This design comes from an exercise in tuning for a short achievable clock period and few clock cycles per item on the open sky130 flow, not from production work.
Only simulation tests tie the RTL to the original design; equivalence was not proved.
In this run the design's own scripts or RTL, not TritonCTS, make the clock network.
The clock port is modelled as an ideal driver, which makes a skipped or thinned clock tree look cheaper than it is; a real chip needs a root buffer or a tree.
Power is estimated from default activity; no workload was simulated.

### flow/flow/run.sh
#!/bin/bash
# The standard layout (standard.sh), with three changes to how it is made:
#  - the setup repair aims further below the clock period (SETUP_SLACK_MARGIN),
#  - the ports are buffered with buf_4 cells,
#  - the clock tree is built by flow/mcts.tcl (a balanced two-level tree of
#    clkbuf_16 cells: four root buffers on the clock port, each driving the
#    leaf buffers of its part of the die) in place of TritonCTS; it also
#    places each flip-flop that drives an output port next to its port buffer.
# The whole ORFS output goes to standard.log in this folder.
set -e
here=$(pwd)
export SETUP_SLACK_MARGIN=6
export BUFFER_PORTS_ARGS="-buffer_cell sky130_fd_sc_hd__buf_4"
export PRE_CTS_TCL=$here/flow/mcts.tcl
export MCTS_LEAF=22
export MCTS_ROOTS=4
bash standard.sh > standard.log 2>&1
### flow/flow/mcts.tcl
set mcts_leaf  [expr {[info exists ::env(MCTS_LEAF)] ? $::env(MCTS_LEAF) : 24}]
set mcts_roots [expr {[info exists ::env(MCTS_ROOTS)] ? $::env(MCTS_ROOTS) : 4}]
set mcts_db    [ord::get_db]
set mcts_block [ord::get_db_block]
set mcts_clk   [$mcts_block findNet clk]
set mcts_buf   [$mcts_db findMaster sky130_fd_sc_hd__clkbuf_16]

proc mcts_center {inst} {
  set bb [$inst getBBox]
  return [list [expr {([$bb xMin] + [$bb xMax]) / 2}] [expr {([$bb yMin] + [$bb yMax]) / 2}]]
}

# split a list of {x y item} into k groups of near-equal size, compact:
# columns by x, then runs by y inside each column
proc mcts_split {items k} {
  set n [llength $items]
  if {$k <= 1} { return [list $items] }
  set cols [expr {max(1, int(round(sqrt($k))))}]
  set byx [lsort -integer -index 0 $items]
  set groups {}
  set pos 0
  set kleft $k
  set nleft $n
  for {set c 0} {$c < $cols} {incr c} {
    set kc [expr {$kleft / ($cols - $c)}]
    set nc [expr {int(round(double($nleft) * $kc / $kleft))}]
    set col [lsort -integer -index 1 [lrange $byx $pos [expr {$pos + $nc - 1}]]]
    set p 0
    for {set g 0} {$g < $kc} {incr g} {
      set ng [expr {int(round(double($nc - $p) / ($kc - $g)))}]
      lappend groups [lrange $col $p [expr {$p + $ng - 1}]]
      incr p $ng
    }
    incr pos $nc
    incr kleft -$kc
    incr nleft -$nc
  }
  return $groups
}

proc mcts_centroid {items} {
  set sx 0; set sy 0
  foreach it $items { incr sx [lindex $it 0]; incr sy [lindex $it 1] }
  set n [llength $items]
  return [list [expr {$sx / $n}] [expr {$sy / $n}]]
}

# Place each flip-flop that drives an output port's buffer next to that
# buffer, so its output wire is short; detailed placement legalizes them.
set mcts_moved 0
if {![info exists ::env(MCTS_MOVE_OUT)] || $::env(MCTS_MOVE_OUT)} {
  foreach bt [$mcts_block getBTerms] {
    if {[$bt getIoType] != "OUTPUT"} { continue }
    set net [$bt getNet]
    if {$net == "NULL" || $net == ""} { continue }
    set drv ""
    foreach it [$net getITerms] { if {[$it isOutputSignal]} { set drv $it } }
    if {$drv == ""} { continue }
    set buf [$drv getInst]
    set ff ""
    foreach it [$buf getITerms] {
      if {[$it isInputSignal]} {
        set n2 [$it getNet]
        if {$n2 == "NULL" || $n2 == ""} { continue }
        foreach it2 [$n2 getITerms] { if {[$it2 isOutputSignal]} { set ff [$it2 getInst] } }
      }
    }
    if {$ff == ""} { continue }
    if {![string match "*__*df*" [[$ff getMaster] getName]]} { continue }
    set loc [$buf getLocation]
    $ff setLocation [lindex $loc 0] [lindex $loc 1]
    incr mcts_moved
  }
}
puts "mcts: moved $mcts_moved output flip-flops next to their port buffers"

set mcts_sinks {}
foreach it [$mcts_clk getITerms] {
  lappend mcts_sinks [concat [mcts_center [$it getInst]] [list $it]]
}
set mcts_n [llength $mcts_sinks]
set mcts_k [expr {int(ceil(double($mcts_n) / $mcts_leaf))}]
puts "mcts: $mcts_n sinks, $mcts_k leaf buffers, $mcts_roots root buffers"

set mcts_leaves {}
set li 0
foreach grp [mcts_split $mcts_sinks $mcts_k] {
  set c [mcts_centroid $grp]
  set inst [odb::dbInst_create $mcts_block $mcts_buf "mcts_leaf_$li"]
  set w [[$inst getMaster] getWidth]
  $inst setLocation [expr {[lindex $c 0] - $w / 2}] [lindex $c 1]
  $inst setPlacementStatus PLACED
  set net [odb::dbNet_create $mcts_block "mcts_l$li"]
  $net setSigType CLOCK
  [$inst findITerm X] connect $net
  foreach s $grp {
    set it [lindex $s 2]
    $it disconnect
    $it connect $net
  }
  lappend mcts_leaves [list [lindex $c 0] [lindex $c 1] $inst]
  incr li
}

set ri 0
foreach grp [mcts_split $mcts_leaves $mcts_roots] {
  set c [mcts_centroid $grp]
  set inst [odb::dbInst_create $mcts_block $mcts_buf "mcts_root_$ri"]
  set w [[$inst getMaster] getWidth]
  $inst setLocation [expr {[lindex $c 0] - $w / 2}] [lindex $c 1]
  $inst setPlacementStatus PLACED
  set net [odb::dbNet_create $mcts_block "mcts_r$ri"]
  $net setSigType CLOCK
  [$inst findITerm X] connect $net
  [$inst findITerm A] connect $mcts_clk
  foreach l $grp {
    [[lindex $l 2] findITerm A] connect $net
  }
  incr ri
}
$mcts_clk setSigType CLOCK

# the tree is built: the flow's call to TritonCTS does nothing else
rename clock_tree_synthesis mcts_unused_cts
proc clock_tree_synthesis {args} {
  puts "mcts: clock tree built by hand; TritonCTS skipped"
  set_propagated_clock [all_clocks]
}
### flow/standard.sh
#!/bin/bash
# synth_recipe.tcl (not shown) runs the flow's synth.tcl, then flattens the netlist and writes it again
# the make line also repeats each setting of config.mk as NAME=value (left out here)
make -C /OpenROAD-flow-scripts/flow DESIGN_CONFIG=/design/flow/config.mk WORK_HOME=/design/flow/orfs CLKGATE_MAP_FILE= SYNTH_SCRIPT=/design/flow/synth_recipe.tcl "${@:-finish}"
### flow/config.mk
export PLATFORM = sky130hd
export DESIGN_NAME = dnp3_tx
export DESIGN_NICKNAME = dnp3_tx
export VERILOG_FILES = /design/flow/design.v
export SDC_FILE = /design/flow/constraint.sdc
export NUM_CORES = 4
export LEC_CHECK = 0
export ABC_CLOCK_PERIOD_IN_PS = 2500
export CAP_MARGIN = 20
export CORE_MARGIN = 2
export CORE_UTILIZATION = 65
export PLACE_DENSITY = 0.75
export SLEW_MARGIN = 20
### flow/constraint.sdc
create_clock -name core_clock -period 8.0 [get_ports {clk}]
set_input_delay 1.6000 -clock core_clock [delete_from_list [all_inputs] [get_ports {clk}]]
set_output_delay 1.6000 -clock core_clock [all_outputs]
set_load 0.01 [all_outputs]
### flow/design.v
module dnp3_tx (
    input  wire        clk,
    input  wire        rst,
    input  wire        cmd_valid,
    output wire        cmd_ready,
    input  wire [7:0]  cmd_plen,    
    input  wire [7:0]  cmd_ctrl,    
    input  wire [15:0] cmd_dst,     
    input  wire [15:0] cmd_src,     
    input  wire        in_valid,
    output wire        in_ready,
    input  wire [31:0] in_data,
    output wire        out_valid,
    input  wire        out_ready,
    output wire [31:0] out_data,
    output wire        out_last,
    output reg         done_valid,
    output reg  [3:0]  done_err,
    output reg  [8:0]  done_len
);
    localparam [3:0] E_OK      = 4'd0,
                     E_LENGTH  = 4'd1,
                     E_RANGE   = 4'd6,
                     E_BADFNC  = 4'd8,
                     E_ADDRESS = 4'd9;
    localparam IFD = 4;               
    localparam IQA = 1;               
    localparam IQD = 1 << IQA;
    localparam PFA = 4;               
    localparam PFD = 1 << PFA;        
    function [15:0] crc_s1;
        input [15:0] x;
        begin
            crc_s1[0] = x[3] ^ x[4] ^ x[5] ^ x[8];
            crc_s1[1] = x[0] ^ x[4] ^ x[5] ^ x[6] ^ x[9];
            crc_s1[2] = x[0] ^ x[1] ^ x[5] ^ x[6] ^ x[7] ^ x[10];
            crc_s1[3] = x[0] ^ x[1] ^ x[2] ^ x[3] ^ x[4] ^ x[5] ^ x[6] ^ x[7] ^ x[11];
            crc_s1[4] = x[0] ^ x[1] ^ x[2] ^ x[6] ^ x[7] ^ x[12];
            crc_s1[5] = x[1] ^ x[2] ^ x[4] ^ x[5] ^ x[7] ^ x[13];
            crc_s1[6] = x[0] ^ x[2] ^ x[4] ^ x[6] ^ x[14];
            crc_s1[7] = x[1] ^ x[3] ^ x[5] ^ x[7] ^ x[15];
            crc_s1[8] = x[2] ^ x[3] ^ x[5] ^ x[6];
            crc_s1[9] = x[0] ^ x[3] ^ x[4] ^ x[6] ^ x[7];
            crc_s1[10] = x[0] ^ x[1] ^ x[3] ^ x[7];
            crc_s1[11] = x[1] ^ x[2] ^ x[3] ^ x[5];
            crc_s1[12] = x[0] ^ x[2] ^ x[3] ^ x[4] ^ x[6];
            crc_s1[13] = x[0] ^ x[1] ^ x[3] ^ x[4] ^ x[5] ^ x[7];
            crc_s1[14] = x[1] ^ x[2] ^ x[3] ^ x[6];
            crc_s1[15] = x[2] ^ x[3] ^ x[4] ^ x[7];
        end
    endfunction
    function [15:0] crc_d1;
        input [7:0] x;
        begin
            crc_d1[0] = x[3] ^ x[4] ^ x[5];
            crc_d1[1] = x[0] ^ x[4] ^ x[5] ^ x[6];
            crc_d1[2] = x[0] ^ x[1] ^ x[5] ^ x[6] ^ x[7];
            crc_d1[3] = x[0] ^ x[1] ^ x[2] ^ x[3] ^ x[4] ^ x[5] ^ x[6] ^ x[7];
            crc_d1[4] = x[0] ^ x[1] ^ x[2] ^ x[6] ^ x[7];
            crc_d1[5] = x[1] ^ x[2] ^ x[4] ^ x[5] ^ x[7];
            crc_d1[6] = x[0] ^ x[2] ^ x[4] ^ x[6];
            crc_d1[7] = x[1] ^ x[3] ^ x[5] ^ x[7];
            crc_d1[8] = x[2] ^ x[3] ^ x[5] ^ x[6];
            crc_d1[9] = x[0] ^ x[3] ^ x[4] ^ x[6] ^ x[7];
            crc_d1[10] = x[0] ^ x[1] ^ x[3] ^ x[7];
            crc_d1[11] = x[1] ^ x[2] ^ x[3] ^ x[5];
            crc_d1[12] = x[0] ^ x[2] ^ x[3] ^ x[4] ^ x[6];
            crc_d1[13] = x[0] ^ x[1] ^ x[3] ^ x[4] ^ x[5] ^ x[7];
            crc_d1[14] = x[1] ^ x[2] ^ x[3] ^ x[6];
            crc_d1[15] = x[2] ^ x[3] ^ x[4] ^ x[7];
        end
    endfunction
    function [15:0] crc_s2;
        input [15:0] x;
        begin
            crc_s2[0] = x[1] ^ x[5] ^ x[6] ^ x[7] ^ x[11] ^ x[12] ^ x[13];
            crc_s2[1] = x[0] ^ x[2] ^ x[6] ^ x[7] ^ x[8] ^ x[12] ^ x[13] ^ x[14];
            crc_s2[2] = x[0] ^ x[1] ^ x[3] ^ x[7] ^ x[8] ^ x[9] ^ x[13] ^ x[14] ^ x[15];
            crc_s2[3] = x[0] ^ x[2] ^ x[4] ^ x[5] ^ x[6] ^ x[7] ^ x[8] ^ x[9] ^ x[10] ^ x[11] ^ x[12] ^ x[13] ^ x[14] ^ x[15];
            crc_s2[4] = x[3] ^ x[8] ^ x[9] ^ x[10] ^ x[14] ^ x[15];
            crc_s2[5] = x[1] ^ x[4] ^ x[5] ^ x[6] ^ x[7] ^ x[9] ^ x[10] ^ x[12] ^ x[13] ^ x[15];
            crc_s2[6] = x[0] ^ x[1] ^ x[2] ^ x[8] ^ x[10] ^ x[12] ^ x[14];
            crc_s2[7] = x[1] ^ x[2] ^ x[3] ^ x[9] ^ x[11] ^ x[13] ^ x[15];
            crc_s2[8] = x[0] ^ x[1] ^ x[2] ^ x[3] ^ x[4] ^ x[5] ^ x[6] ^ x[7] ^ x[10] ^ x[11] ^ x[13] ^ x[14];
            crc_s2[9] = x[0] ^ x[1] ^ x[2] ^ x[3] ^ x[4] ^ x[5] ^ x[6] ^ x[7] ^ x[8] ^ x[11] ^ x[12] ^ x[14] ^ x[15];
            crc_s2[10] = x[2] ^ x[3] ^ x[4] ^ x[8] ^ x[9] ^ x[11] ^ x[15];
            crc_s2[11] = x[0] ^ x[1] ^ x[3] ^ x[4] ^ x[6] ^ x[7] ^ x[9] ^ x[10] ^ x[11] ^ x[13];
            crc_s2[12] = x[1] ^ x[2] ^ x[4] ^ x[5] ^ x[7] ^ x[8] ^ x[10] ^ x[11] ^ x[12] ^ x[14];
            crc_s2[13] = x[0] ^ x[2] ^ x[3] ^ x[5] ^ x[6] ^ x[8] ^ x[9] ^ x[11] ^ x[12] ^ x[13] ^ x[15];
            crc_s2[14] = x[3] ^ x[4] ^ x[5] ^ x[9] ^ x[10] ^ x[11] ^ x[14];
            crc_s2[15] = x[0] ^ x[4] ^ x[5] ^ x[6] ^ x[10] ^ x[11] ^ x[12] ^ x[15];
        end
    endfunction
    function [15:0] crc_d2;
        input [15:0] x;
        begin
            crc_d2[0] = x[1] ^ x[5] ^ x[6] ^ x[7] ^ x[11] ^ x[12] ^ x[13];
            crc_d2[1] = x[0] ^ x[2] ^ x[6] ^ x[7] ^ x[8] ^ x[12] ^ x[13] ^ x[14];
            crc_d2[2] = x[0] ^ x[1] ^ x[3] ^ x[7] ^ x[8] ^ x[9] ^ x[13] ^ x[14] ^ x[15];
            crc_d2[3] = x[0] ^ x[2] ^ x[4] ^ x[5] ^ x[6] ^ x[7] ^ x[8] ^ x[9] ^ x[10] ^ x[11] ^ x[12] ^ x[13] ^ x[14] ^ x[15];
            crc_d2[4] = x[3] ^ x[8] ^ x[9] ^ x[10] ^ x[14] ^ x[15];
            crc_d2[5] = x[1] ^ x[4] ^ x[5] ^ x[6] ^ x[7] ^ x[9] ^ x[10] ^ x[12] ^ x[13] ^ x[15];
            crc_d2[6] = x[0] ^ x[1] ^ x[2] ^ x[8] ^ x[10] ^ x[12] ^ x[14];
            crc_d2[7] = x[1] ^ x[2] ^ x[3] ^ x[9] ^ x[11] ^ x[13] ^ x[15];
            crc_d2[8] = x[0] ^ x[1] ^ x[2] ^ x[3] ^ x[4] ^ x[5] ^ x[6] ^ x[7] ^ x[10] ^ x[11] ^ x[13] ^ x[14];
            crc_d2[9] = x[0] ^ x[1] ^ x[2] ^ x[3] ^ x[4] ^ x[5] ^ x[6] ^ x[7] ^ x[8] ^ x[11] ^ x[12] ^ x[14] ^ x[15];
            crc_d2[10] = x[2] ^ x[3] ^ x[4] ^ x[8] ^ x[9] ^ x[11] ^ x[15];
            crc_d2[11] = x[0] ^ x[1] ^ x[3] ^ x[4] ^ x[6] ^ x[7] ^ x[9] ^ x[10] ^ x[11] ^ x[13];
            crc_d2[12] = x[1] ^ x[2] ^ x[4] ^ x[5] ^ x[7] ^ x[8] ^ x[10] ^ x[11] ^ x[12] ^ x[14];
            crc_d2[13] = x[0] ^ x[2] ^ x[3] ^ x[5] ^ x[6] ^ x[8] ^ x[9] ^ x[11] ^ x[12] ^ x[13] ^ x[15];
            crc_d2[14] = x[3] ^ x[4] ^ x[5] ^ x[9] ^ x[10] ^ x[11] ^ x[14];
            crc_d2[15] = x[0] ^ x[4] ^ x[5] ^ x[6] ^ x[10] ^ x[11] ^ x[12] ^ x[15];
        end
    endfunction
    function [15:0] crc_s3;
        input [15:0] x;
        begin
            crc_s3[0] = x[4] ^ x[5] ^ x[6] ^ x[7] ^ x[9] ^ x[13] ^ x[14] ^ x[15];
            crc_s3[1] = x[5] ^ x[6] ^ x[7] ^ x[8] ^ x[10] ^ x[14] ^ x[15];
            crc_s3[2] = x[6] ^ x[7] ^ x[8] ^ x[9] ^ x[11] ^ x[15];
            crc_s3[3] = x[0] ^ x[4] ^ x[5] ^ x[6] ^ x[8] ^ x[10] ^ x[12] ^ x[13] ^ x[14] ^ x[15];
            crc_s3[4] = x[0] ^ x[1] ^ x[4] ^ x[11];
            crc_s3[5] = x[0] ^ x[1] ^ x[2] ^ x[4] ^ x[6] ^ x[7] ^ x[9] ^ x[12] ^ x[13] ^ x[14] ^ x[15];
            crc_s3[6] = x[1] ^ x[2] ^ x[3] ^ x[4] ^ x[6] ^ x[8] ^ x[9] ^ x[10];
            crc_s3[7] = x[0] ^ x[2] ^ x[3] ^ x[4] ^ x[5] ^ x[7] ^ x[9] ^ x[10] ^ x[11];
            crc_s3[8] = x[0] ^ x[1] ^ x[3] ^ x[7] ^ x[8] ^ x[9] ^ x[10] ^ x[11] ^ x[12] ^ x[13] ^ x[14] ^ x[15];
            crc_s3[9] = x[1] ^ x[2] ^ x[4] ^ x[8] ^ x[9] ^ x[10] ^ x[11] ^ x[12] ^ x[13] ^ x[14] ^ x[15];
            crc_s3[10] = x[2] ^ x[3] ^ x[4] ^ x[6] ^ x[7] ^ x[10] ^ x[11] ^ x[12];
            crc_s3[11] = x[0] ^ x[3] ^ x[6] ^ x[8] ^ x[9] ^ x[11] ^ x[12] ^ x[14] ^ x[15];
            crc_s3[12] = x[0] ^ x[1] ^ x[4] ^ x[7] ^ x[9] ^ x[10] ^ x[12] ^ x[13] ^ x[15];
            crc_s3[13] = x[1] ^ x[2] ^ x[5] ^ x[8] ^ x[10] ^ x[11] ^ x[13] ^ x[14];
            crc_s3[14] = x[2] ^ x[3] ^ x[4] ^ x[5] ^ x[7] ^ x[11] ^ x[12] ^ x[13];
            crc_s3[15] = x[3] ^ x[4] ^ x[5] ^ x[6] ^ x[8] ^ x[12] ^ x[13] ^ x[14];
        end
    endfunction
    function [15:0] crc_d3;
        input [23:0] x;
        begin
            crc_d3[0] = x[4] ^ x[5] ^ x[6] ^ x[7] ^ x[9] ^ x[13] ^ x[14] ^ x[15] ^ x[19] ^ x[20] ^ x[21];
            crc_d3[1] = x[5] ^ x[6] ^ x[7] ^ x[8] ^ x[10] ^ x[14] ^ x[15] ^ x[16] ^ x[20] ^ x[21] ^ x[22];
            crc_d3[2] = x[6] ^ x[7] ^ x[8] ^ x[9] ^ x[11] ^ x[15] ^ x[16] ^ x[17] ^ x[21] ^ x[22] ^ x[23];
            crc_d3[3] = x[0] ^ x[4] ^ x[5] ^ x[6] ^ x[8] ^ x[10] ^ x[12] ^ x[13] ^ x[14] ^ x[15] ^ x[16] ^ x[17] ^ x[18] ^ x[19] ^ x[20] ^ x[21] ^ x[22] ^ x[23];
            crc_d3[4] = x[0] ^ x[1] ^ x[4] ^ x[11] ^ x[16] ^ x[17] ^ x[18] ^ x[22] ^ x[23];
            crc_d3[5] = x[0] ^ x[1] ^ x[2] ^ x[4] ^ x[6] ^ x[7] ^ x[9] ^ x[12] ^ x[13] ^ x[14] ^ x[15] ^ x[17] ^ x[18] ^ x[20] ^ x[21] ^ x[23];
            crc_d3[6] = x[1] ^ x[2] ^ x[3] ^ x[4] ^ x[6] ^ x[8] ^ x[9] ^ x[10] ^ x[16] ^ x[18] ^ x[20] ^ x[22];
            crc_d3[7] = x[0] ^ x[2] ^ x[3] ^ x[4] ^ x[5] ^ x[7] ^ x[9] ^ x[10] ^ x[11] ^ x[17] ^ x[19] ^ x[21] ^ x[23];
            crc_d3[8] = x[0] ^ x[1] ^ x[3] ^ x[7] ^ x[8] ^ x[9] ^ x[10] ^ x[11] ^ x[12] ^ x[13] ^ x[14] ^ x[15] ^ x[18] ^ x[19] ^ x[21] ^ x[22];
            crc_d3[9] = x[1] ^ x[2] ^ x[4] ^ x[8] ^ x[9] ^ x[10] ^ x[11] ^ x[12] ^ x[13] ^ x[14] ^ x[15] ^ x[16] ^ x[19] ^ x[20] ^ x[22] ^ x[23];
            crc_d3[10] = x[2] ^ x[3] ^ x[4] ^ x[6] ^ x[7] ^ x[10] ^ x[11] ^ x[12] ^ x[16] ^ x[17] ^ x[19] ^ x[23];
            crc_d3[11] = x[0] ^ x[3] ^ x[6] ^ x[8] ^ x[9] ^ x[11] ^ x[12] ^ x[14] ^ x[15] ^ x[17] ^ x[18] ^ x[19] ^ x[21];
            crc_d3[12] = x[0] ^ x[1] ^ x[4] ^ x[7] ^ x[9] ^ x[10] ^ x[12] ^ x[13] ^ x[15] ^ x[16] ^ x[18] ^ x[19] ^ x[20] ^ x[22];
            crc_d3[13] = x[1] ^ x[2] ^ x[5] ^ x[8] ^ x[10] ^ x[11] ^ x[13] ^ x[14] ^ x[16] ^ x[17] ^ x[19] ^ x[20] ^ x[21] ^ x[23];
            crc_d3[14] = x[2] ^ x[3] ^ x[4] ^ x[5] ^ x[7] ^ x[11] ^ x[12] ^ x[13] ^ x[17] ^ x[18] ^ x[19] ^ x[22];
            crc_d3[15] = x[3] ^ x[4] ^ x[5] ^ x[6] ^ x[8] ^ x[12] ^ x[13] ^ x[14] ^ x[18] ^ x[19] ^ x[20] ^ x[23];
        end
    endfunction
    function [15:0] crc_s4;
        input [15:0] x;
        begin
            crc_s4[0] = x[1] ^ x[2] ^ x[3] ^ x[4] ^ x[5] ^ x[12] ^ x[13] ^ x[14] ^ x[15];
            crc_s4[1] = x[2] ^ x[3] ^ x[4] ^ x[5] ^ x[6] ^ x[13] ^ x[14] ^ x[15];
            crc_s4[2] = x[3] ^ x[4] ^ x[5] ^ x[6] ^ x[7] ^ x[14] ^ x[15];
            crc_s4[3] = x[0] ^ x[1] ^ x[2] ^ x[3] ^ x[6] ^ x[7] ^ x[8] ^ x[12] ^ x[13] ^ x[14];
            crc_s4[4] = x[5] ^ x[7] ^ x[8] ^ x[9] ^ x[12];
            crc_s4[5] = x[0] ^ x[1] ^ x[2] ^ x[3] ^ x[4] ^ x[5] ^ x[6] ^ x[8] ^ x[9] ^ x[10] ^ x[12] ^ x[14] ^ x[15];
            crc_s4[6] = x[0] ^ x[6] ^ x[7] ^ x[9] ^ x[10] ^ x[11] ^ x[12] ^ x[14];
            crc_s4[7] = x[0] ^ x[1] ^ x[7] ^ x[8] ^ x[10] ^ x[11] ^ x[12] ^ x[13] ^ x[15];
            crc_s4[8] = x[3] ^ x[4] ^ x[5] ^ x[8] ^ x[9] ^ x[11] ^ x[15];
            crc_s4[9] = x[0] ^ x[4] ^ x[5] ^ x[6] ^ x[9] ^ x[10] ^ x[12];
            crc_s4[10] = x[2] ^ x[3] ^ x[4] ^ x[6] ^ x[7] ^ x[10] ^ x[11] ^ x[12] ^ x[14] ^ x[15];
            crc_s4[11] = x[1] ^ x[2] ^ x[7] ^ x[8] ^ x[11] ^ x[14];
            crc_s4[12] = x[2] ^ x[3] ^ x[8] ^ x[9] ^ x[12] ^ x[15];
            crc_s4[13] = x[3] ^ x[4] ^ x[9] ^ x[10] ^ x[13];
            crc_s4[14] = x[0] ^ x[1] ^ x[2] ^ x[3] ^ x[10] ^ x[11] ^ x[12] ^ x[13] ^ x[15];
            crc_s4[15] = x[0] ^ x[1] ^ x[2] ^ x[3] ^ x[4] ^ x[11] ^ x[12] ^ x[13] ^ x[14];
        end
    endfunction
    function [15:0] crc_d4;
        input [31:0] x;
        begin
            crc_d4[0] = x[1] ^ x[2] ^ x[3] ^ x[4] ^ x[5] ^ x[12] ^ x[13] ^ x[14] ^ x[15] ^ x[17] ^ x[21] ^ x[22] ^ x[23] ^ x[27] ^ x[28] ^ x[29];
            crc_d4[1] = x[2] ^ x[3] ^ x[4] ^ x[5] ^ x[6] ^ x[13] ^ x[14] ^ x[15] ^ x[16] ^ x[18] ^ x[22] ^ x[23] ^ x[24] ^ x[28] ^ x[29] ^ x[30];
            crc_d4[2] = x[3] ^ x[4] ^ x[5] ^ x[6] ^ x[7] ^ x[14] ^ x[15] ^ x[16] ^ x[17] ^ x[19] ^ x[23] ^ x[24] ^ x[25] ^ x[29] ^ x[30] ^ x[31];
            crc_d4[3] = x[0] ^ x[1] ^ x[2] ^ x[3] ^ x[6] ^ x[7] ^ x[8] ^ x[12] ^ x[13] ^ x[14] ^ x[16] ^ x[18] ^ x[20] ^ x[21] ^ x[22] ^ x[23] ^ x[24] ^ x[25] ^ x[26] ^ x[27] ^ x[28] ^ x[29] ^ x[30] ^ x[31];
            crc_d4[4] = x[5] ^ x[7] ^ x[8] ^ x[9] ^ x[12] ^ x[19] ^ x[24] ^ x[25] ^ x[26] ^ x[30] ^ x[31];
            crc_d4[5] = x[0] ^ x[1] ^ x[2] ^ x[3] ^ x[4] ^ x[5] ^ x[6] ^ x[8] ^ x[9] ^ x[10] ^ x[12] ^ x[14] ^ x[15] ^ x[17] ^ x[20] ^ x[21] ^ x[22] ^ x[23] ^ x[25] ^ x[26] ^ x[28] ^ x[29] ^ x[31];
            crc_d4[6] = x[0] ^ x[6] ^ x[7] ^ x[9] ^ x[10] ^ x[11] ^ x[12] ^ x[14] ^ x[16] ^ x[17] ^ x[18] ^ x[24] ^ x[26] ^ x[28] ^ x[30];
            crc_d4[7] = x[0] ^ x[1] ^ x[7] ^ x[8] ^ x[10] ^ x[11] ^ x[12] ^ x[13] ^ x[15] ^ x[17] ^ x[18] ^ x[19] ^ x[25] ^ x[27] ^ x[29] ^ x[31];
            crc_d4[8] = x[3] ^ x[4] ^ x[5] ^ x[8] ^ x[9] ^ x[11] ^ x[15] ^ x[16] ^ x[17] ^ x[18] ^ x[19] ^ x[20] ^ x[21] ^ x[22] ^ x[23] ^ x[26] ^ x[27] ^ x[29] ^ x[30];
            crc_d4[9] = x[0] ^ x[4] ^ x[5] ^ x[6] ^ x[9] ^ x[10] ^ x[12] ^ x[16] ^ x[17] ^ x[18] ^ x[19] ^ x[20] ^ x[21] ^ x[22] ^ x[23] ^ x[24] ^ x[27] ^ x[28] ^ x[30] ^ x[31];
            crc_d4[10] = x[2] ^ x[3] ^ x[4] ^ x[6] ^ x[7] ^ x[10] ^ x[11] ^ x[12] ^ x[14] ^ x[15] ^ x[18] ^ x[19] ^ x[20] ^ x[24] ^ x[25] ^ x[27] ^ x[31];
            crc_d4[11] = x[1] ^ x[2] ^ x[7] ^ x[8] ^ x[11] ^ x[14] ^ x[16] ^ x[17] ^ x[19] ^ x[20] ^ x[22] ^ x[23] ^ x[25] ^ x[26] ^ x[27] ^ x[29];
            crc_d4[12] = x[2] ^ x[3] ^ x[8] ^ x[9] ^ x[12] ^ x[15] ^ x[17] ^ x[18] ^ x[20] ^ x[21] ^ x[23] ^ x[24] ^ x[26] ^ x[27] ^ x[28] ^ x[30];
            crc_d4[13] = x[3] ^ x[4] ^ x[9] ^ x[10] ^ x[13] ^ x[16] ^ x[18] ^ x[19] ^ x[21] ^ x[22] ^ x[24] ^ x[25] ^ x[27] ^ x[28] ^ x[29] ^ x[31];
            crc_d4[14] = x[0] ^ x[1] ^ x[2] ^ x[3] ^ x[10] ^ x[11] ^ x[12] ^ x[13] ^ x[15] ^ x[19] ^ x[20] ^ x[21] ^ x[25] ^ x[26] ^ x[27] ^ x[30];
            crc_d4[15] = x[0] ^ x[1] ^ x[2] ^ x[3] ^ x[4] ^ x[11] ^ x[12] ^ x[13] ^ x[14] ^ x[16] ^ x[20] ^ x[21] ^ x[22] ^ x[26] ^ x[27] ^ x[28] ^ x[31];
        end
    endfunction
    function [15:0] crc_ha;
        input [39:0] x;
        begin
            crc_ha[0] = x[3] ^ x[5] ^ x[9] ^ x[10] ^ x[11] ^ x[12] ^ x[13] ^ x[20] ^ x[21] ^ x[22] ^ x[23] ^ x[25] ^ x[29] ^ x[30] ^ x[31] ^ x[35] ^ x[36] ^ x[37] ^ 1'b1;
            crc_ha[1] = x[0] ^ x[4] ^ x[6] ^ x[10] ^ x[11] ^ x[12] ^ x[13] ^ x[14] ^ x[21] ^ x[22] ^ x[23] ^ x[24] ^ x[26] ^ x[30] ^ x[31] ^ x[32] ^ x[36] ^ x[37] ^ x[38];
            crc_ha[2] = x[0] ^ x[1] ^ x[5] ^ x[7] ^ x[11] ^ x[12] ^ x[13] ^ x[14] ^ x[15] ^ x[22] ^ x[23] ^ x[24] ^ x[25] ^ x[27] ^ x[31] ^ x[32] ^ x[33] ^ x[37] ^ x[38] ^ x[39];
            crc_ha[3] = x[1] ^ x[2] ^ x[3] ^ x[5] ^ x[6] ^ x[8] ^ x[9] ^ x[10] ^ x[11] ^ x[14] ^ x[15] ^ x[16] ^ x[20] ^ x[21] ^ x[22] ^ x[24] ^ x[26] ^ x[28] ^ x[29] ^ x[30] ^ x[31] ^ x[32] ^ x[33] ^ x[34] ^ x[35] ^ x[36] ^ x[37] ^ x[38] ^ x[39];
            crc_ha[4] = x[2] ^ x[4] ^ x[5] ^ x[6] ^ x[7] ^ x[13] ^ x[15] ^ x[16] ^ x[17] ^ x[20] ^ x[27] ^ x[32] ^ x[33] ^ x[34] ^ x[38] ^ x[39];
            crc_ha[5] = x[6] ^ x[7] ^ x[8] ^ x[9] ^ x[10] ^ x[11] ^ x[12] ^ x[13] ^ x[14] ^ x[16] ^ x[17] ^ x[18] ^ x[20] ^ x[22] ^ x[23] ^ x[25] ^ x[28] ^ x[29] ^ x[30] ^ x[31] ^ x[33] ^ x[34] ^ x[36] ^ x[37] ^ x[39];
            crc_ha[6] = x[3] ^ x[5] ^ x[7] ^ x[8] ^ x[14] ^ x[15] ^ x[17] ^ x[18] ^ x[19] ^ x[20] ^ x[22] ^ x[24] ^ x[25] ^ x[26] ^ x[32] ^ x[34] ^ x[36] ^ x[38] ^ 1'b1;
            crc_ha[7] = x[4] ^ x[6] ^ x[8] ^ x[9] ^ x[15] ^ x[16] ^ x[18] ^ x[19] ^ x[20] ^ x[21] ^ x[23] ^ x[25] ^ x[26] ^ x[27] ^ x[33] ^ x[35] ^ x[37] ^ x[39] ^ 1'b1;
            crc_ha[8] = x[0] ^ x[3] ^ x[7] ^ x[11] ^ x[12] ^ x[13] ^ x[16] ^ x[17] ^ x[19] ^ x[23] ^ x[24] ^ x[25] ^ x[26] ^ x[27] ^ x[28] ^ x[29] ^ x[30] ^ x[31] ^ x[34] ^ x[35] ^ x[37] ^ x[38];
            crc_ha[9] = x[0] ^ x[1] ^ x[4] ^ x[8] ^ x[12] ^ x[13] ^ x[14] ^ x[17] ^ x[18] ^ x[20] ^ x[24] ^ x[25] ^ x[26] ^ x[27] ^ x[28] ^ x[29] ^ x[30] ^ x[31] ^ x[32] ^ x[35] ^ x[36] ^ x[38] ^ x[39];
            crc_ha[10] = x[1] ^ x[2] ^ x[3] ^ x[10] ^ x[11] ^ x[12] ^ x[14] ^ x[15] ^ x[18] ^ x[19] ^ x[20] ^ x[22] ^ x[23] ^ x[26] ^ x[27] ^ x[28] ^ x[32] ^ x[33] ^ x[35] ^ x[39] ^ 1'b1;
            crc_ha[11] = x[2] ^ x[4] ^ x[5] ^ x[9] ^ x[10] ^ x[15] ^ x[16] ^ x[19] ^ x[22] ^ x[24] ^ x[25] ^ x[27] ^ x[28] ^ x[30] ^ x[31] ^ x[33] ^ x[34] ^ x[35] ^ x[37] ^ 1'b1;
            crc_ha[12] = x[3] ^ x[5] ^ x[6] ^ x[10] ^ x[11] ^ x[16] ^ x[17] ^ x[20] ^ x[23] ^ x[25] ^ x[26] ^ x[28] ^ x[29] ^ x[31] ^ x[32] ^ x[34] ^ x[35] ^ x[36] ^ x[38];
            crc_ha[13] = x[0] ^ x[4] ^ x[6] ^ x[7] ^ x[11] ^ x[12] ^ x[17] ^ x[18] ^ x[21] ^ x[24] ^ x[26] ^ x[27] ^ x[29] ^ x[30] ^ x[32] ^ x[33] ^ x[35] ^ x[36] ^ x[37] ^ x[39] ^ 1'b1;
            crc_ha[14] = x[1] ^ x[3] ^ x[7] ^ x[8] ^ x[9] ^ x[10] ^ x[11] ^ x[18] ^ x[19] ^ x[20] ^ x[21] ^ x[23] ^ x[27] ^ x[28] ^ x[29] ^ x[33] ^ x[34] ^ x[35] ^ x[38] ^ 1'b1;
            crc_ha[15] = x[2] ^ x[4] ^ x[8] ^ x[9] ^ x[10] ^ x[11] ^ x[12] ^ x[19] ^ x[20] ^ x[21] ^ x[22] ^ x[24] ^ x[28] ^ x[29] ^ x[30] ^ x[34] ^ x[35] ^ x[36] ^ x[39];
        end
    endfunction
    function [15:0] crc_hb;
        input [7:0] x;
        begin
            crc_hb[0] = x[0] ^ x[1] ^ x[4] ^ x[6] ^ x[7];
            crc_hb[1] = x[0] ^ x[1] ^ x[2] ^ x[5] ^ x[7];
            crc_hb[2] = x[0] ^ x[1] ^ x[2] ^ x[3] ^ x[6];
            crc_hb[3] = x[2] ^ x[3] ^ x[6];
            crc_hb[4] = x[1] ^ x[3] ^ x[6];
            crc_hb[5] = x[0] ^ x[1] ^ x[2] ^ x[6];
            crc_hb[6] = x[0] ^ x[2] ^ x[3] ^ x[4] ^ x[6];
            crc_hb[7] = x[0] ^ x[1] ^ x[3] ^ x[4] ^ x[5] ^ x[7];
            crc_hb[8] = x[0] ^ x[2] ^ x[5] ^ x[7];
            crc_hb[9] = x[1] ^ x[3] ^ x[6];
            crc_hb[10] = x[0] ^ x[1] ^ x[2] ^ x[6];
            crc_hb[11] = x[2] ^ x[3] ^ x[4] ^ x[6];
            crc_hb[12] = x[0] ^ x[3] ^ x[4] ^ x[5] ^ x[7];
            crc_hb[13] = x[0] ^ x[1] ^ x[4] ^ x[5] ^ x[6];
            crc_hb[14] = x[2] ^ x[4] ^ x[5];
            crc_hb[15] = x[0] ^ x[3] ^ x[5] ^ x[6];
        end
    endfunction
    function [3:0] header_err;
        input [7:0]  c;
        input [15:0] dst;
        input [15:0] src;
        reg          fnc_ok, fcv_req;
        begin
            fnc_ok  = c[6] ? (c[3:0] == 4'd0 || c[3:0] == 4'd1 || c[3:0] == 4'd2 ||
                              c[3:0] == 4'd3 || c[3:0] == 4'd4 || c[3:0] == 4'd9)
                           : (c[3:0] == 4'd0 || c[3:0] == 4'd1 || c[3:0] == 4'd11);
            fcv_req = (c[3:0] == 4'd2) || (c[3:0] == 4'd3);
            if (!fnc_ok)                        header_err = E_BADFNC;
            else if (c[6] && (c[4] != fcv_req)) header_err = E_RANGE;
            else if (!c[6] && c[5])             header_err = E_RANGE;
            else if (src == 16'hFFFF)           header_err = E_ADDRESS;
            else if (dst == src)                header_err = E_ADDRESS;
            else                                header_err = E_OK;
        end
    endfunction
    reg rst_r;
    always @(posedge clk) rst_r <= rst;
    wire rst_any = rst | rst_r;
    reg        cmd_ready_r;
    reg        c1_v;
    reg [7:0]  c1_p, c1_c;
    reg [15:0] c1_d, c1_s;
    assign cmd_ready = cmd_ready_r;
    always @(posedge clk) begin
        c1_v <= !rst && cmd_valid && cmd_ready_r;
        c1_p <= cmd_plen;
        c1_c <= cmd_ctrl;
        c1_d <= cmd_dst;
        c1_s <= cmd_src;
    end
    reg        c2_v;
    reg [7:0]  c2_p, c2_c, c2_len;
    reg [15:0] c2_d, c2_s, c2_ha;
    reg [3:0]  c2_err;
    reg [8:0]  c2_p10;
    reg [5:0]  c2_pb2;
    wire [4:0] c1_pblk = {1'b0, c1_p[7:4]} + {4'd0, (c1_p[3:0] != 4'd0)};
    always @(posedge clk) begin
        c2_v    <= c1_v && !rst_r;
        c2_p    <= c1_p;
        c2_c    <= c1_c;
        c2_d    <= c1_d;
        c2_s    <= c1_s;
        c2_len  <= c1_p + 8'd5;
        c2_p10  <= {1'b0, c1_p} + 9'd10;
        c2_pb2  <= {c1_pblk, 1'b0};
        c2_ha   <= crc_ha({c1_s, c1_d, c1_c});
        c2_err  <= (c1_p > 8'd250) ? E_LENGTH : header_err(c1_c, c1_d, c1_s);
    end
    wire        c2_ok = (c2_err == E_OK);
    wire [6:0]  c2_nb = c2_p[7:2] + {5'd0, (c2_p[1:0] != 2'd0)};
    wire [8:0]  c2_tlen = c2_p10 + {3'd0, c2_pb2};
    wire [15:0] c2_hs = c2_ha ^ crc_hb(c2_len);    
    reg [87:0]  iq_mem [0:IQD-1];
    reg [IQA-1:0] iq_wr, iq_rd;
    reg [IQA:0] iq_cnt;
    reg [IQA:0] iq_free;              
    reg         iq_ne;
    wire        iq_pop;
    always @(posedge clk) begin
        if (c2_v)
            iq_mem[iq_wr] <= {c2_hs, c2_s, c2_d, c2_c, c2_len, (c2_p == 8'd0), c2_nb, c2_ok,
                              c2_err, c2_ok ? c2_tlen : 9'd0, c2_p[1:0]};
    end
    wire [IQA:0] iq_free_n = iq_free - {{IQA{1'b0}}, c1_v} + {{IQA{1'b0}}, iq_pop};
    wire [IQA:0] iq_cnt_n  = iq_cnt + {{IQA{1'b0}}, c2_v} - {{IQA{1'b0}}, iq_pop};
    always @(posedge clk) begin
        if (rst_r) begin
            iq_wr  <= {IQA{1'b0}};
            iq_rd  <= {IQA{1'b0}};
            iq_cnt <= {(IQA+1){1'b0}};
            iq_ne  <= 1'b0;
        end else begin
            if (c2_v) iq_wr <= iq_wr + 1'b1;
            if (iq_pop) iq_rd <= iq_rd + 1'b1;
            iq_cnt <= iq_cnt_n;
            iq_ne  <= (iq_cnt_n != 0);
        end
        if (rst_any) begin
            iq_free     <= IQD;
            cmd_ready_r <= 1'b1;
        end else begin
            iq_free     <= iq_free_n;
            cmd_ready_r <= (iq_free_n > {{IQA{1'b0}}, cmd_ready_r});
        end
    end
    reg        in_ready_r;
    reg        i1_v;
    reg [31:0] i1_d;
    assign in_ready = in_ready_r;
    always @(posedge clk) begin
        i1_v <= !rst && in_valid && in_ready_r;
        i1_d <= in_data;
    end
    reg [31:0] if_mem [0:IFD-1];
    reg [1:0]  if_wr, if_rd;
    reg        if_ne;
    reg [2:0]  if_cnt;
    reg [2:0]  if_free;               
    wire       if_pop;
    wire [2:0] if_cnt_n  = if_cnt + {2'd0, i1_v} - {2'd0, if_pop};
    wire [2:0] if_free_n = if_free - {2'd0, i1_v} + {2'd0, if_pop};
    always @(posedge clk) begin
        if (i1_v) if_mem[if_wr] <= i1_d;
        if (rst_r) begin
            if_wr <= 2'd0; if_rd <= 2'd0; if_cnt <= 3'd0; if_ne <= 1'b0;
        end else begin
            if (i1_v) if_wr <= if_wr + 2'd1;
            if (if_pop) if_rd <= if_rd + 2'd1;
            if_cnt <= if_cnt_n;
            if_ne  <= (if_cnt_n != 3'd0);
        end
        if (rst_any) begin
            if_free    <= IFD;
            in_ready_r <= 1'b1;
        end else begin
            if_free    <= if_free_n;
            in_ready_r <= (if_free_n > {2'd0, in_ready_r});
        end
    end
    wire [87:0] iq_h     = iq_mem[iq_rd];
    wire [15:0] iqh_hs   = iq_h[87:72];
    wire [15:0] iqh_src  = iq_h[71:56];
    wire [15:0] iqh_dst  = iq_h[55:40];
    wire [7:0]  iqh_ctrl = iq_h[39:32];
    wire [7:0]  iqh_len  = iq_h[31:24];
    wire        iqh_zp   = iq_h[23];
    wire [6:0]  iqh_nb   = iq_h[22:16];
    wire        iqh_ok   = iq_h[15];
    wire [3:0]  iqh_err  = iq_h[14:11];
    wire [8:0]  iqh_tlen = iq_h[10:2];
    wire [1:0]  iqh_pm   = iq_h[1:0];
    localparam [1:0] IP_CMD = 2'd0, IP_HDR = 2'd1, IP_PAY = 2'd2;
    reg  [1:0]  ip;
    reg         cur_ok, cur_last;
    reg  [6:0]  cur_rem;
    reg  [3:0]  cur_err;
    reg  [8:0]  cur_tlen;
    reg  [1:0]  cur_pm, cur_bib;
    reg  [PFD-1:0] pf_cred;           
    wire        cred_ok = pf_cred[0];
    wire pf_pop;
    wire go_cmd  = (ip == IP_CMD) && iq_ne && cred_ok;
    wire go_hdr  = (ip == IP_HDR) && cred_ok;
    wire beat    = (ip == IP_PAY) && if_ne && (!cur_ok || cred_ok);
    wire issue   = (go_cmd && iqh_ok) || go_hdr || (beat && cur_ok);
    wire ld_cur  = (go_cmd && !iqh_ok) || go_hdr;
    assign iq_pop = ld_cur;
    assign if_pop = beat;
    wire [31:0] if_h = if_mem[if_rd];
    reg         s2_v, s2_hdr, s2_first, s2_end, s2_last;
    reg  [1:0]  s2_k;                 
    reg  [31:0] s2_d;
    reg  [15:0] s2_hs;
    always @(posedge clk) begin
        s2_hs <= iqh_hs;
        case (ip)
            IP_CMD: begin
                s2_d     <= {iqh_ctrl, iqh_len, 8'h64, 8'h05};
                s2_hdr   <= 1'b1;
                s2_first <= 1'b1;
                s2_end   <= 1'b0;
                s2_last  <= 1'b0;
                s2_k     <= 2'd0;
            end
            IP_HDR: begin
                s2_d     <= {iqh_src, iqh_dst};
                s2_hdr   <= 1'b1;
                s2_first <= 1'b1;
                s2_end   <= 1'b1;
                s2_last  <= iqh_zp;
                s2_k     <= 2'd0;
            end
            default: begin
                s2_d     <= if_h;
                s2_hdr   <= 1'b0;
                s2_first <= (cur_bib == 2'd0);
                s2_end   <= (cur_bib == 2'd3) || cur_last;
                s2_last  <= cur_last;
                s2_k     <= cur_last ? cur_pm : 2'd0;
            end
        endcase
        if (rst_r) begin
            ip      <= IP_CMD;
            s2_v    <= 1'b0;
            pf_cred <= {PFD{1'b1}};
        end else begin
            s2_v    <= issue;
            if (issue && !pf_pop)
                pf_cred <= {1'b0, pf_cred[PFD-1:1]};
            else if (pf_pop && !issue)
                pf_cred <= {pf_cred[PFD-2:0], 1'b1};
            if (go_cmd)
                ip <= iqh_ok ? IP_HDR : ((iqh_nb == 7'd0) ? IP_CMD : IP_PAY);
            else if (go_hdr)
                ip <= iqh_zp ? IP_CMD : IP_PAY;
            else if (beat && cur_last)
                ip <= IP_CMD;
        end
        if (ld_cur) begin
            cur_ok   <= iqh_ok;
            cur_rem  <= iqh_nb;
            cur_last <= (iqh_nb == 7'd1);
            cur_err  <= iqh_err;
            cur_tlen <= iqh_tlen;
            cur_pm   <= iqh_pm;
            cur_bib  <= 2'd0;
        end else if (beat) begin
            cur_rem  <= cur_rem - 7'd1;
            cur_last <= (cur_rem == 7'd2);
            cur_bib  <= cur_bib + 2'd1;
        end
        if (rst_any)
            done_valid <= 1'b0;
        else
            done_valid <= (go_cmd && !iqh_ok && iqh_nb == 7'd0) || (go_hdr && iqh_zp) ||
                          (beat && cur_last);
        done_err <= (ip == IP_PAY) ? cur_err  : iqh_err;
        done_len <= (ip == IP_PAY) ? cur_tlen : iqh_tlen;
    end
    reg         s3_v, s3_first, s3_end, s3_last;
    reg  [1:0]  s3_k;
    reg  [31:0] s3_d;
    reg  [15:0] s3_dx;
    always @(posedge clk) begin
        s3_v     <= s2_v && !rst_r;
        s3_first <= s2_first;
        s3_end   <= s2_end;
        s3_last  <= s2_last;
        s3_k     <= s2_k;
        s3_d     <= s2_d;
        if (s2_hdr)
            s3_dx <= s2_hs;
        else case (s2_k)
            2'd1:    s3_dx <= crc_d1(s2_d[7:0]);
            2'd2:    s3_dx <= crc_d2(s2_d[15:0]);
            2'd3:    s3_dx <= crc_d3(s2_d[23:0]);
            default: s3_dx <= crc_d4(s2_d);
        endcase
    end
    reg  [15:0] acc;
    reg         s4_v, s4_end, s4_last;
    reg  [1:0]  s4_k;
    reg  [31:0] s4_d;
    wire [15:0] acc_in = s3_first ? 16'd0 : acc;
    reg  [15:0] acc_s;
    always @(*) begin
        case (s3_k)
            2'd1:    acc_s = crc_s1(acc_in);
            2'd2:    acc_s = crc_s2(acc_in);
            2'd3:    acc_s = crc_s3(acc_in);
            default: acc_s = crc_s4(acc_in);
        endcase
    end
    always @(posedge clk) begin
        s4_v    <= s3_v && !rst_r;
        s4_end  <= s3_end;
        s4_last <= s3_last;
        s4_k    <= s3_k;
        s4_d    <= s3_d;
        if (s3_v) acc <= acc_s ^ s3_dx;
    end
    wire [15:0] crc_o = ~acc;
    reg  [49:0] chunk;
    always @(*) begin
        if (!s4_end)
            chunk = {1'b0, 1'b0, 16'd0, s4_d};
        else if (!s4_last)
            chunk = {1'b0, 1'b1, crc_o, s4_d};
        else case (s4_k)
            2'd1:    chunk = {1'b1, 1'b0, 24'd0, crc_o, s4_d[7:0]};
            2'd2:    chunk = {1'b1, 1'b0, 16'd0, crc_o, s4_d[15:0]};
            2'd3:    chunk = {1'b1, 1'b1, 8'd0,  crc_o, s4_d[23:0]};
            default: chunk = {1'b1, 1'b1,        crc_o, s4_d};
        endcase
    end
    reg         s5_v;
    reg  [49:0] s5_c;
    always @(posedge clk) begin
        s5_v <= s4_v && !rst_r;
        s5_c <= chunk;
    end
    reg  [49:0]  pf_mem [0:PFD-1];
    reg  [PFD-1:0] pf_wr, pf_rd1;     
    reg  [PFD-1:0] pf_cnt;            
    wire         pf_hv = pf_cnt[0];                  
    wire         pf_c0 = !pf_cnt[0];                 
    wire         pf_c1 = pf_cnt[0] && !pf_cnt[1];    
    reg  [49:0]  pf_h;
    wire         pf_push = s5_v;
    reg  [49:0]  pf_nx;
    integer      j;
    always @(*) begin
        pf_nx = 50'd0;
        for (j = 0; j < PFD; j = j + 1)
            pf_nx = pf_nx | (pf_rd1[j] ? pf_mem[j] : 50'd0);
    end
    always @(posedge clk) begin
        for (j = 0; j < PFD; j = j + 1)
            if (pf_push && pf_wr[j]) pf_mem[j] <= s5_c;
        if (pf_push && (pf_pop ? pf_c1 : pf_c0))
            pf_h <= s5_c;
        else if (pf_pop)
            pf_h <= pf_nx;
        if (rst_r) begin
            pf_wr  <= {{(PFD-1){1'b0}}, 1'b1};
            pf_rd1 <= {{(PFD-2){1'b0}}, 2'b10};
            pf_cnt <= {PFD{1'b0}};
        end else begin
            if (pf_push) pf_wr  <= {pf_wr[PFD-2:0], pf_wr[PFD-1]};
            if (pf_pop)  pf_rd1 <= {pf_rd1[PFD-2:0], pf_rd1[PFD-1]};
            if (pf_push && !pf_pop)
                pf_cnt <= {pf_cnt[PFD-2:0], 1'b1};
            else if (pf_pop && !pf_push)
                pf_cnt <= {1'b0, pf_cnt[PFD-1:1]};
        end
    end
    reg         pc2, pc4;   
    reg         pl;         
    reg  [31:0] pend;
    reg         up_rdy;     
    wire        take    = up_rdy && !pc4 && pf_hv;
    wire        emit    = (up_rdy && pc4) || take;
    wire        ck_last = pf_h[49];
    wire        ck_wide = pf_h[48];
    assign pf_pop = take;
    wire [31:0] e_d = pc4 ? pend : (pc2 ? {pf_h[15:0], pend[15:0]} : pf_h[31:0]);
    wire        e_l = pc4 ? pl : (ck_last && !pc2 && !ck_wide);
    always @(posedge clk) begin
        if (take)
            pend <= pc2 ? pf_h[47:16] : {16'd0, pf_h[47:32]};
        if (rst_r) begin
            pc2 <= 1'b0;
            pc4 <= 1'b0;
            pl  <= 1'b0;
        end else if (up_rdy && pc4) begin
            pc4 <= 1'b0;
        end else if (take) begin
            if (ck_last) begin
                pc2 <= 1'b0;
                pc4 <= pc2 || ck_wide;
                pl  <= 1'b1;
            end else begin
                pc2 <= pc2 ^ ck_wide;
                pc4 <= pc2 & ck_wide;
                pl  <= 1'b0;
            end
        end
    end
    reg         o_v, k_v;
    reg  [32:0] o_q, o_hd, k_q;
    assign out_valid = o_v;
    assign out_data  = o_q[31:0];
    assign out_last  = o_q[32];
    wire        o_free = !o_v || out_ready;
    wire [32:0] o_new  = k_v ? k_q : {e_l, e_d};
    always @(posedge clk) begin
        if (o_free)
            o_hd <= o_new;
        if (rst_any)
            o_q <= 33'd0;
        else
            o_q <= o_free ? o_new : o_hd;
        if (!k_v)
            k_q <= {e_l, e_d};
        if (rst_any) begin
            o_v    <= 1'b0;
            k_v    <= 1'b0;
            up_rdy <= 1'b0;
        end else begin
            o_v    <= !o_free || k_v || emit;
            k_v    <= !o_free && (k_v || emit);
            up_rdy <= !(!o_free && (k_v || emit));
        end
    end
endmodule
==> flow_summary.yaml <==
route:
  vias: 40500
  dr.pass1.iters: 6
  drt_iter0_markers: 5479
  drc: 0
  ant_nets: 0
  wl_per_cell_um: 29.9
  vias_per_cell: 6.50
  drt_wl_total_mm: 186
cts:
  cts_hold_buf: 0
  cts.clk_slew.worst_paths_ns: 0.11
  clk_latency_ns: 0.59
timing:
  hold_slack_ns: 0.324
  fmax_ghz: 0.384
  maxSlewViolCount: 0
  setup-violations-final: 0
  fin_crit_sh_pct: 32.5
  period_needed_ns: 2.60
  clock_skew_ns: 0.0480
  rsz0062_at_grt: "yes"
  fin_tns_setup_ns: 0
  relSlewSlack_pct: 28.4
  tightest_slew_ns: 1.07
  hold_viol: 0
synthesis:
  synth_top_area_share_pct: 53.3
  seq_area_frac_synth_pct: 70.1
  async_flop_share_pct: 0
  synthDistinctLibCells: 67
  synth_area_per_cell_um2: 15.2
  synthesis.area_um2: 68900
  synthTopCellsByArea: "edfxtp_1 (53%), dfxtp_1 (17%), xnor2_1 (6.6%)"
  synth_top_cells_by_count: "edfxtp_1 (1,223), dfxtp_1 (578), xnor2_1 (522)"
  syn_inst: 4535
  syn-num-nets: 4667
  synth-seq-cells: 1801
  yosysMostFrequentCell: "edfxtp_1"
  synth_ff_type: "edfxtp_1"
  synth-edff-count: 1223
  synth-warning-count: 2
  yosysTopAreaCell: "edfxtp_1"
die:
  num_io_pins: 135
  core_um2: 105000
  dieArea_um2: 109000
  start_util_pct: 65.5
  die_h_um: 329
  die_width_um: 329
  rows: 119
pwr:
  p_per_area_nw_per_um2: 324
  power_frac_seq_pct: 45.9
  p_comb_share_pct: 36.6
  p_leak_nw: 27.4
  vdd_drop_max_mv: 0.332
  swShare_pct: 31.8
  internal_power_mw: 17.6
  p_switching_mw: 8.24
  total_power_mw: 25.9
  clkPwrFrac_pct: 17.5
setup_path:
  crit_arrival_ns: 1.00
  path_delay_family: "flip-flops"
  path_buf_inv: 1
  crit_type: "flip-flop to primary output"
  worstSetupEndpointType: "primary output"
  cp_max_fo: 2
  startpoint: "done_err[2]"
  r2r-start: "s2_d[15]"
  cpMaxStageDelayCell: "dfxtp_2"
  cp_cell_sequence: "buf_6"
  required_ns: 6.40
  start_kind: "flip-flop"
  cp_slowest_stage_delay_ns: 0.36
grt:
  grt_antenna_before_repair: 10
  grt_pass1_vias: 39000
  grt_max_degree: 92
  grt-ovfl-total: 0
  grt_pass1_wl_mm: 257
  grt_usage_pct: 32.4
min_path:
  hold_path_class: "flip-flop to flip-flop"
  hold_path.startpoint: "s3_d[29]"
place:
  post-dp-hpwl_mm: 102
  gp_congestion: 0.977
  dp.cells: 5846
  port_buffers: 134
layout:
  drive_gt1_share_pct: 24.9
  nNetsFinal: 4973
  final_cells: 6233
  final_util_pct: 75.9
  area_growth_pct: 15.9
outcome:
  status: "no timing/DRC/antenna violations"
run:
  drv_cap: 0
## flip-flops by register name, summed over array words and instances, names as in the netlist, 32 cells and up, named ones only
register  flops
o_q          33
s5_c         50
iq_mem      174
pf_mem      800
k_q          33
i1_d         32
s4_d         32
if_mem      128
s3_d         32
o_hd         33
pend         32
s2_d         32
pf_h         50
## layout by cell type, fill, tap and decap left out, drive strengths merged, types with 4 or more instances in the layout
cell type  count
a211oi         5
a21o           5
a21oi        104
a221oi        75
a22o          72
a22oi        265
a311oi         4
a31oi          5
and2          76
and3           7
buf          479
clkbuf        88
dfxtp        578
edfxtp      1223
ha            44
inv           61
mux2         113
mux2i         93
mux4          58
nand2        214
nand2b        32
nand3         37
nand4         85
nor2         140
nor2b         18
nor3          13
nor4           5
o211ai         7
o21ai         96
o221ai        12
o22a          50
o22ai         13
or2            8
xnor2        531
xnor3         24
xor2         160
## cell families after synthesis
kind of cell             share of synthesized area [%]
AO/OA/AOI/OAI                                     7.63
XOR/XNOR                                          9.87
adder cells (fa/ha/maj)                          0.887
buffers and inverters                             1.92
flip-flops                                        70.1
multiplexers                                      5.10
AND/OR/NAND/NOR                                   4.46
## path summary, 6_finish.rpt
path / slack, ns / end / depth (start not counted)
max: 5.40 / done_err[1] / 1
min: 0.32 / s4_d[29] / 0
max reg2reg: 5.50 / s3_dx[12] / 8
min reg2reg: 0.32 / s4_d[29] / 0
## layout make-up
| cell class | count | area [µm²] |
|---|---|---|
| flip-flops and latches | 1801 | 48600 |
| fillers | 6007 | 25300 |
| multi-input cells | 2406 | 22200 |
| repair buffers | 482 | 4820 |
| plain buffers | 86 | 2150 |
| well taps | 1391 | 1740 |
| inverters | 64 | 279 |
| diodes | 3 | 7.51 |
## metal layers
layer / track usage [%] / vias to the layer above / wire (µm)
met5: 0 / - / 98
met4: 15.7 / 14 / 11900
met3: 3.49 / 518 / 17100
met2: 53.9 / 2497 / 90500
met1: 43.2 / 20200 / 66600
li1: - / 17300 / -
## power by group through the flow
stage	registers [mW]	logic, mW	clock network [mW]
after global routing	12.0	9.84	4.85
after floorplan	11.5	5.22	0
after global placement	12.1	6.33	0
final	11.9	9.47	4.53
after CTS	11.9	7.63	4.53
after detailed placement	12.1	6.33	0
## metrics by stage
| stage | worst slack, ns | instance area (µm²) |
|---|---|---|
| floorplan | 5.42 | 70100 |
| global placement | 5.08 | 71900 |
| detailed placement | 5.03 | 71900 |
| CTS | 5.38 | 77600 |
| global route | 5.36 | 79800 |
| finish | 5.40 | 79800 |
## timing repair
item                                     CTS  global route
buffers inserted                         177           109
resized for setup                        437           219
hold endpoints to repair                   0             0
gates cloned                              10             2
endpoints found under the setup margin  1083           559
pin swaps                                 94           125
Testbench counts, summed over its fixed seeds: cycles 12,123, frames 320.

what the ideal ports hide:
Ports are ideal in the flow. The routed layout listed here was re-timed in OpenROAD.
Step 1 sets driving cells, clkbuf_16 on the clock port and buf_2 on the other inputs (assumed; they add their load-dependent delay and slew).
Step 2, shift: input delay + t, output delay - t, t = (earliest + latest rising clock arrival at the registers) / 2. This alone moves slack from input paths to output paths.
Three values: ideal ports, drivers, drivers and shift; two values: the first two.
t, ns: 0.725
slack for setup (ns): 5.396 / 5.231 / 5.404
hold WS [ns]: 0.324 / 0.324 / 0.324
After both steps setup and hold are still met in this run. The setup slack of this run moves by -0.165 ns with the drivers and by +0.008 ns with both steps.
